Background: an optimization exercise with open tools, aiming at small area, a short achievable clock period and few clock cycles. Do not read the settings as production practice.
Where RTL was checked, it was by simulation tests only, not by an equivalence proof against the original.
Power figures rest on the tool's default switching activity, not on a simulated workload.

== alpha ==
// xcc_fifo128
module xcc_fifo128 (
    input  wire        clk,
    input  wire        rst,
    input  wire        p_cmd_valid,
    input  wire [15:0] p_cmd,
    input  wire [31:0] p_mdata,
    output reg         p_rsp_valid,
    output reg  [15:0] p_rsp,
    input  wire        c_cmd_valid,
    input  wire [15:0] c_cmd,
    output reg         c_rsp_valid,
    output reg  [15:0] c_rsp
);
Size in the first run: about 3900 cells after synthesis, ~1400 flip-flops, ~100 I/O pins.
export LEC_CHECK = 0
export CAP_MARGIN = 20
export CORE_MARGIN = 2
export CORE_UTILIZATION = 47
export CTS_BUF_LIST = sky130_fd_sc_hd__clkbuf_8
export CTS_CLUSTER_SIZE = 20
export SETUP_SLACK_MARGIN = 4.3
export SLEW_MARGIN = 20
export SYNTH_HIERARCHICAL = 1
export SYNTH_MINIMUM_KEEP_SIZE = 0
export TNS_END_PERCENT = 5
create_clock -name core_clock -period 7.0 [get_ports {clk}]
standard.sh (not shown) runs the stock make flow with config.mk's settings and CLKGATE_MAP_FILE= SYNTH_SCRIPT=/design/flow/synth_recipe.tcl, a recipe that flattens the netlist after the stock synthesis.
==> flow/flow/run.sh <==
#!/bin/bash
# The standard layout (the standard.sh, standard synthesis included),
# with the port buffers that buffer_ports inserts made buf_4 cells instead
# of the weakest buffer it picks by default. Every port still gets its own
# buffer. make's full output goes to standard_flow.log here; ORFS's own
# per-step logs are under orfs/logs.
set -euo pipefail
export BUFFER_PORTS_ARGS="-buffer_cell sky130_fd_sc_hd__buf_4"
bash standard.sh "BUFFER_PORTS_ARGS=-buffer_cell sky130_fd_sc_hd__buf_4" finish > standard_flow.log 2>&1
Having completed the whole flow, alpha delivered a layout that passed the timing, DRC and antenna checks.
Testbench counts of alpha, summed over its fixed seeds: cycles 6,942.
Edits applied to the flow inputs when going from alpha to beta:
# alpha
export LEC_CHECK = 0
export CAP_MARGIN = 20
export CORE_MARGIN = 2
export CORE_UTILIZATION = 47
export CTS_BUF_LIST = sky130_fd_sc_hd__clkbuf_8
export CTS_CLUSTER_SIZE = 20
export SETUP_SLACK_MARGIN = 4.3
export SLEW_MARGIN = 20
export SYNTH_HIERARCHICAL = 1
export SYNTH_MINIMUM_KEEP_SIZE = 0
export TNS_END_PERCENT = 5
create_clock -name core_clock -period 7.0 [get_ports {clk}]
# beta
export LEC_CHECK = 0
export CAP_MARGIN = 20
export CORE_MARGIN = 2
export CORE_UTILIZATION = 40
export SETUP_SLACK_MARGIN = 4.3
export SLEW_MARGIN = 20
export SYNTH_HIERARCHICAL = 1
export SYNTH_MINIMUM_KEEP_SIZE = 0
export TNS_END_PERCENT = 5
create_clock -name core_clock -period 7.0 [get_ports {clk}]
Findings:
Diff alpha -> beta: total wirelength of the detailed-routed design has decreased, post-route standard cell area excluding fillers has increased, global routing usage on met3 has decreased. beta ends up with a global routing met2 resource utilization that is 6.4 points lower than in alpha. Comparing alpha and beta, post-route worst hold slack is higher on beta.
> inputs changed (beta -> gamma)
# beta
export LEC_CHECK = 0
export CAP_MARGIN = 20
export CORE_MARGIN = 2
export CORE_UTILIZATION = 40
export SETUP_SLACK_MARGIN = 4.3
export SLEW_MARGIN = 20
export SYNTH_HIERARCHICAL = 1
export SYNTH_MINIMUM_KEEP_SIZE = 0
export TNS_END_PERCENT = 5
create_clock -name core_clock -period 7.0 [get_ports {clk}]
# gamma
export LEC_CHECK = 0
export CAP_MARGIN = 20
export CORE_MARGIN = 2
export CORE_UTILIZATION = 55
export CTS_BUF_LIST = sky130_fd_sc_hd__clkbuf_8
export SETUP_SLACK_MARGIN = 4.3
export SLEW_MARGIN = 20
export SYNTH_HIERARCHICAL = 1
export SYNTH_MINIMUM_KEEP_SIZE = 0
export TNS_END_PERCENT = 5
create_clock -name core_clock -period 7.0 [get_ports {clk}]
### Flow results
- Setup slack in gamma is smaller than in beta.
- As of gamma, half-perimeter wire length after placement had risen by a few percent compared to beta.
- Taking beta as the reference, in gamma clock skew grew by 0.016 ns, maximum frequency down 0.017 GHz, tap cell count went down by 28%.
- gamma vs beta: final cell count without fillers down in gamma
- Per the comparison of gamma with beta, design area now smaller; number of nets in the layout dropped 23.
Modified inputs, delta compared to gamma
# gamma
export LEC_CHECK = 0
export CAP_MARGIN = 20
export CORE_MARGIN = 2
export CORE_UTILIZATION = 55
export CTS_BUF_LIST = sky130_fd_sc_hd__clkbuf_8
export SETUP_SLACK_MARGIN = 4.3
export SLEW_MARGIN = 20
export SYNTH_HIERARCHICAL = 1
export SYNTH_MINIMUM_KEEP_SIZE = 0
export TNS_END_PERCENT = 5
create_clock -name core_clock -period 7.0 [get_ports {clk}]
# delta
export LEC_CHECK = 0
export CAP_MARGIN = 20
export CORE_MARGIN = 2
export CORE_UTILIZATION = 40
export CTS_BUF_LIST = sky130_fd_sc_hd__clkbuf_8
export SETUP_SLACK_MARGIN = 4.5
export SLEW_MARGIN = 20
export SYNTH_HIERARCHICAL = 1
export SYNTH_MINIMUM_KEEP_SIZE = 0
export TNS_END_PERCENT = 3
create_clock -name core_clock -period 7.0 [get_ports {clk}]
==> summary.txt <==
Both conditions hold for delta: the flow ran to the end and the final layout passed the timing, DRC and antenna checks.
Compared with gamma, layout filler cell count in delta increased by more than half.
gamma -> delta: area of all placed cells without fillers increased by a few percent
delta vs. gamma: stage delay of the slowest cell on the critical path now sits higher, global-route wire length before repair lower, sum of routed wire length over all layers has decreased.
Total number of vias in delta is 0.31% above gamma.
Re peak fanout along the critical path: delta and gamma aren't equal, and the lower value belongs to delta.
Wire length on met3 (lower): gamma
Clock tree buffer count of the final layout ends up higher on delta.
Compared with gamma, height of the die in delta increased by more than 10%.

---

## red
Another version of the RTL of xcc_fifo128 (not shown whole).
For scale: roughly 3900 cells after synthesis, roughly 100 I/O pins, about 57000 µm² of cells after synthesis.
export LEC_CHECK = 0
export CAP_MARGIN = 20
export CORE_MARGIN = 2
export CORE_UTILIZATION = 40
export CTS_BUF_LIST = sky130_fd_sc_hd__clkbuf_8
export SETUP_SLACK_MARGIN = 4.7
export SLEW_MARGIN = 20
export SYNTH_HIERARCHICAL = 1
export SYNTH_MINIMUM_KEEP_SIZE = 0
export TNS_END_PERCENT = 5
create_clock -name core_clock -period 7.0 [get_ports {clk}]
Scripts as last shown in full above: flow/flow/run.sh
red ended with every stage complete and zero timing, DRC or antenna violations.
Testbench counts of red, summed over its fixed seeds: cycles 6,942.
Inputs modified between red and blue:
Settings: SETUP_SLACK_MARGIN changed from 4.7 to 4.3; SLEW_MARGIN changed from 20 to 5; CAP_MARGIN changed from 20 to 5; CORE_UTILIZATION changed from 40 to 55.
Results
- In blue, number of gates on the worst path with buffers counted is lower than in red.
- Reg-to-reg setup timing slack improves in blue relative to red.
- Diff red -> blue | sequential share of layout area | increase of 2.2 points
- Comparing blue and red, static leakage power is higher on red.
- Fill cell total of the finished layout is higher on red
- Cmp blue and red / combined area of the multi-input logic cells / higher: red
- Sort blue and red by net count of the finished layout asc -> top: blue
- Cell count | blue below red
- Looking at proportion of power drawn by combinational gates across blue and red, the one that comes out lower is blue.
- [blue vs red] post-layout instance area: lower in blue
- Met1 wire length: blue lower than red

---

xcc_fifo128, a different RTL version from the one above (not shown whole).
Size in the first run: about 4,000 cells after synthesis, ~1,400 flip-flops, ~100 I/O pins.
clock: 7.0 ns
lec_check: 0
cap_margin: 20
core_margin: 2
core_utilization: 40
slew_margin: 20
run.sh (not shown) runs the stock make flow with config.mk's settings and CLKGATE_MAP_FILE= SYNTH_SCRIPT=/design/flow/synth_recipe.tcl, a recipe that flattens the netlist after the stock synthesis.
Stock flow here: none of the scripts above is used.
The first run ran to the end with no violations.
Testbench counts at the start, summed over its fixed seeds: cycles 6,942.
Then changed:
- SETUP_SLACK_MARGIN: default -> 3.5
Cell area climbs by about 6%.
Power climbs by about 4%.
Worst setup slack improves by 1200 ps.
Sequential power hardly moves.
First-iteration DRC count climbs by about 27%.
Die area does not change.

---

xcc_fifo128 with an RTL version that a note above also has.
Size: about 3900 cells after synthesis, ~100 I/O pins, roughly 57000 sq um of cells after synthesis.
export LEC_CHECK = 0
export CAP_MARGIN = 20
export CORE_MARGIN = 2
export CORE_UTILIZATION = 40
export CTS_BUF_LIST = sky130_fd_sc_hd__clkbuf_8
export SETUP_SLACK_MARGIN = 4.0
export SLEW_MARGIN = 20
export SYNTH_HIERARCHICAL = 1
export SYNTH_MINIMUM_KEEP_SIZE = 0
export TNS_END_PERCENT = 5
create_clock -name core_clock -period 7.0 [get_ports {clk}]
standard.sh (not shown) runs the stock make flow with config.mk's settings and CLKGATE_MAP_FILE= SYNTH_SCRIPT=/design/flow/synth_recipe.tcl, a recipe that flattens the netlist after the stock synthesis.
Scripts as last shown in full above: flow/flow/run.sh
The first run produced a clean layout.
Testbench counts at the start, summed over its fixed seeds: cycles 6,942.
Change:
--- a/flow/config.mk
+++ b/flow/config.mk
@@ -12 +12 @@
-export SETUP_SLACK_MARGIN = 4.0
+export SETUP_SLACK_MARGIN = 4.3
Result:
- The new run passed the timing, DRC and antenna checks
- utilization increases by 1.3 points
- setup slack improved by 140 ps
- register-to-register slack improved by 140 ps
- via count increases slightly
- non-clock buffer count increases by 78
- wire length increases slightly
- design area increases by a few percent
- sequential power is about the same
- die area does not change
- clock-buffer cell count does not change

---

the previous run:
Another version of the RTL of xcc_fifo128 (not shown whole).
Size in the first run: ~1400 flip-flops, roughly 100 I/O pins.
Settings: LEC_CHECK=0, CAP_MARGIN=20, CORE_MARGIN=2, CORE_UTILIZATION=40, SETUP_SLACK_MARGIN=3.8, SLEW_MARGIN=20, SYNTH_HIERARCHICAL=1, SYNTH_MINIMUM_KEEP_SIZE=0, TNS_END_PERCENT=5; clock period 7.0 ns.
Scripts as last shown in full above: flow/flow/run.sh
The previous run ended with every stage complete and zero timing, DRC or antenna violations.
The inputs of the current run differ from those of the previous run as listed below.
Settings: swapping 3.8 for 4.3 in SETUP_SLACK_MARGIN; putting CTS_BUF_LIST at sky130_fd_sc_hd__clkbuf_8 where nothing was set.
## What came out
The current run: PASS, flow complete, no timing, DRC or antenna violations
Power, the current run vs the previous run: down by a few percent
Total vias in the final route ended up 1322 higher on the current run than on the previous run.
Number of clock-tree buffers in the layout in the current run is 33% higher than in the previous run
On wire length, the higher figure sits with the current run, not the previous run.
Looking at total internal power across the current run and the previous run, the one that comes out lower is the current run.
The previous run has higher ratio of final minimum period to clock period than the current run.
Comparing the current run and the previous run, the higher global routing met3 resource utilization is on the current run.
Taking the previous run as the reference point, the share of cell area taken by multi-input logic gates of the current run rises by 1.2 points.
The current run: share of power burned in the clock network 3.2 points below the previous run
No run of this note included a check of the RTL's function; only the layout flow was run.

---

xcc_fifo128, a different RTL version from the one above (not shown whole).
Size: about 4000 cells after synthesis, about 1400 flip-flops, roughly 100 I/O pins, about 57000 µm² of cells after synthesis.
clock: 7.0 ns
lec_check: 0
cap_margin: 20
core_margin: 2
core_utilization: 55
cts_buf_list: sky130_fd_sc_hd__clkbuf_8
setup_slack_margin: 4.5
slew_margin: 20
synth_hierarchical: 1
synth_minimum_keep_size: 0
tns_end_percent: 10
Scripts as last shown in full above: flow/flow/run.sh
The baseline produced a clean layout.
Then changed:
Settings changed: SETUP_SLACK_MARGIN 4.5 to 4.3, TNS_END_PERCENT 10 to 5.
The changed run produced a clean layout.
Routed wire length shrinks by about 3%.
Worst setup slack got worse by 0.063 ns.
Global-route usage shrinks by 0.79 points.
Critical path depth shrinks by 3.
Count of clock-buffer cells in the layout shrinks by 4.
Area after synthesis does not change.
Cell count shrinks by about 1.6%.
Utilization shrinks by 1.3 points.
Register-to-register slack got worse by 0.13 ns.
Clock power shrinks by 3.2%.
Via count shrinks by about 2.3%.
Function was not checked in any run of this note: the RTL went through the layout flow alone.

---

== run 1 ==
Another version of the RTL of xcc_fifo128 (not shown whole).
Size: roughly 3900 cells after synthesis, about 100 I/O pins, about 56000 um^2 of cells after synthesis.
Settings: LEC_CHECK=0, CAP_MARGIN=20, CORE_MARGIN=2, CORE_UTILIZATION=55, CTS_BUF_LIST=sky130_fd_sc_hd__clkbuf_8, SETUP_SLACK_MARGIN=4.3, SLEW_MARGIN=20, SYNTH_HIERARCHICAL=1, SYNTH_MINIMUM_KEEP_SIZE=0, TNS_END_PERCENT=5; clock period 7.0 ns.
Scripts as last shown in full above: flow/flow/run.sh
### run 1 -> run 2
Settings: swapping 55 for 40 in CORE_UTILIZATION.
==> summary.txt <==
- Run 2: flow completed, timing, DRC and antenna clean
- On fraction of standard cell area in multi-input logic, run 2 tracks run 1 almost exactly.
- On amount of wire on met3 after detailed routing: between run 2 and run 1, it ends up higher for run 2.
- Register share of the cell area: run 2 and run 1 compared, lower one is run 2
- Cells: run 2 has more instances than run 1
- Total wire length: run 2 > run 1
- Compared with run 1, run 2 shows clock power that has gone up slightly.
- On worst setup slack, run 2 does better than run 1.
- The count of clock buffers in the final design reported for run 2 is greater than that of run 1 by 1.
--- input diff run 2..run 3 ---
Settings: swapping 40 for 55 in CORE_UTILIZATION; swapping 20 for 5 in SLEW_MARGIN; swapping 20 for 5 in CAP_MARGIN.
Results
Run 2 has a lower global routing met1 resource utilization than run 3.
In run 3 the achievable frequency turned out 0.80% higher than in run 2.
Run 3 ends up with a minimum setup slack among reg-to-reg paths that is 0.07 ns lower than in run 2.
Final non-filler cell area: run 3 < run 2
Run 2 has lower part of the power in the clock network than run 3.
Compared with run 2, run 3 shows a lower time the worst path needs with I/O delays and setup.
Hold slack on run 3 is down relative to run 2.
Measured against each other, run 2 and run 3 differ in power, the higher figure coming from run 3.
Function was not checked in any run of this note: the RTL went through the layout flow alone.

---

RTL: one of the versions met above, not the one the previous note started from.
Size in the first run: about 3900 cells after synthesis, ~0.057 sq mm of cells after synthesis.
export LEC_CHECK = 0
export CAP_MARGIN = 20
export CORE_MARGIN = 2
export CORE_UTILIZATION = 40
export CTS_BUF_LIST = sky130_fd_sc_hd__clkbuf_8
export SETUP_SLACK_MARGIN = 4.3
export SLEW_MARGIN = 20
export SYNTH_HIERARCHICAL = 1
export SYNTH_MINIMUM_KEEP_SIZE = 0
export TNS_END_PERCENT = 5
create_clock -name core_clock -period 7.0 [get_ports {clk}]
Scripts as last shown in full above: flow/flow/run.sh
Testbench counts at the start, summed over its fixed seeds: cycles 6,942.
Edit:
- CORE_UTILIZATION: 40 -> 55
The new run finished clean. Sequential power barely changes. Final cell count is lower by a little under a tenth. Final area fell slightly. Area after synthesis stays the same. Clock-buffer cell count rose by 11. Clock skew barely changes. Total power rises by a few percent.

[separate check: timing with driven ports]
How much do the figures lean on ideal ports? The routed layouts below were timed once more, with nothing changed but the port constraints. Step 1: set_driving_cell puts a clkbuf_16 on clk and a buf_2 on each other input, an assumption about the parent block. Step 2 adds t to the input delays and takes it off the output delays; t is the mean of the earliest and latest rising clock arrival at the registers after step 1. Input paths then give back, and output paths get back, about the clock's delay inside the block. Three values: ideal, step 1, step 2; two values: the first two.
run | t, ns | slack for setup (ns) | hold slack, ns | worst slew at a driven data input, ns | pins driven straight from the clock port
alpha | 0.997 | 3.850 / 3.850 / 2.992 | 0.455 / 0.455 / 0.455 | 0.15 | 1
beta | 0.847 | 3.876 / 3.876 / 3.124 | 0.458 / 0.458 / 0.458 | 0.17 | 1
gamma | 0.964 | 3.703 / 3.703 / 2.911 | 0.476 / 0.476 / 0.476 | 0.12 | 1
delta | 0.987 | 3.856 / 3.856 / 3.049 | 0.458 / 0.458 / 0.458 | 0.19 | 1
red | 1.014 | 3.809 / 3.809 / 3.092 | 0.474 / 0.474 / 0.474 | 0.13 | 1
blue | 0.978 | 3.864 / 3.864 / 3.035 | 0.476 / 0.476 / 0.476 | 0.06 | 1
the first run of note 3 | 0.854 | 1.518 / 1.518 / 1.222 | 0.455 / 0.455 / 0.455 | 0.06 | 1
the second run of note 3 | 0.857 | 2.718 / 2.718 / 2.180 | 0.454 / 0.454 / 0.454 | 0.07 | 1
the first run of note 4 | 0.989 | 3.709 / 3.709 / 2.898 | 0.453 / 0.453 / 0.453 | 0.04 | 1
the second run of note 4 | 0.990 | 3.846 / 3.846 / 3.077 | 0.457 / 0.457 / 0.457 | 0.05 | 1
the previous run | 0.821 | 3.582 / 3.582 / 2.894 | 0.461 / 0.461 / 0.461 | 0.08 | 1
the current run | 1.002 | 3.813 / 3.839 / 2.837 | 0.460 / 0.460 / 0.460 | 0.20 | 1
the first run of note 6 | 0.968 | 3.661 / 3.687 / 2.718 | 0.484 / 0.484 / 0.484 | 0.14 | 1
the second run of note 6 | 0.951 | 3.598 / 3.598 / 2.751 | 0.486 / 0.486 / 0.486 | 0.16 | 1
run 1 | 0.958 | 3.858 / 3.885 / 2.927 | 0.471 / 0.471 / 0.471 | 0.06 | 1
run 2 | 0.980 | 3.867 / 3.914 / 2.934 | 0.481 / 0.481 / 0.481 | 0.13 | 1
run 3 | 0.933 | 3.892 / 3.924 / 2.991 | 0.477 / 0.477 / 0.477 | 0.04 | 1
the first run of note 8 | 0.986 | 3.954 / 3.954 / 3.124 | 0.468 / 0.468 / 0.468 | 0.14 | 1
the second run of note 8 | 0.946 | 3.933 / 3.933 / 3.161 | 0.481 / 0.481 / 0.481 | 0.06 | 1
After both steps setup and hold are still met in every run listed. The setup slack of the current run, which loses most, moves by +0.026 ns with the drivers and by -0.976 ns with both steps.
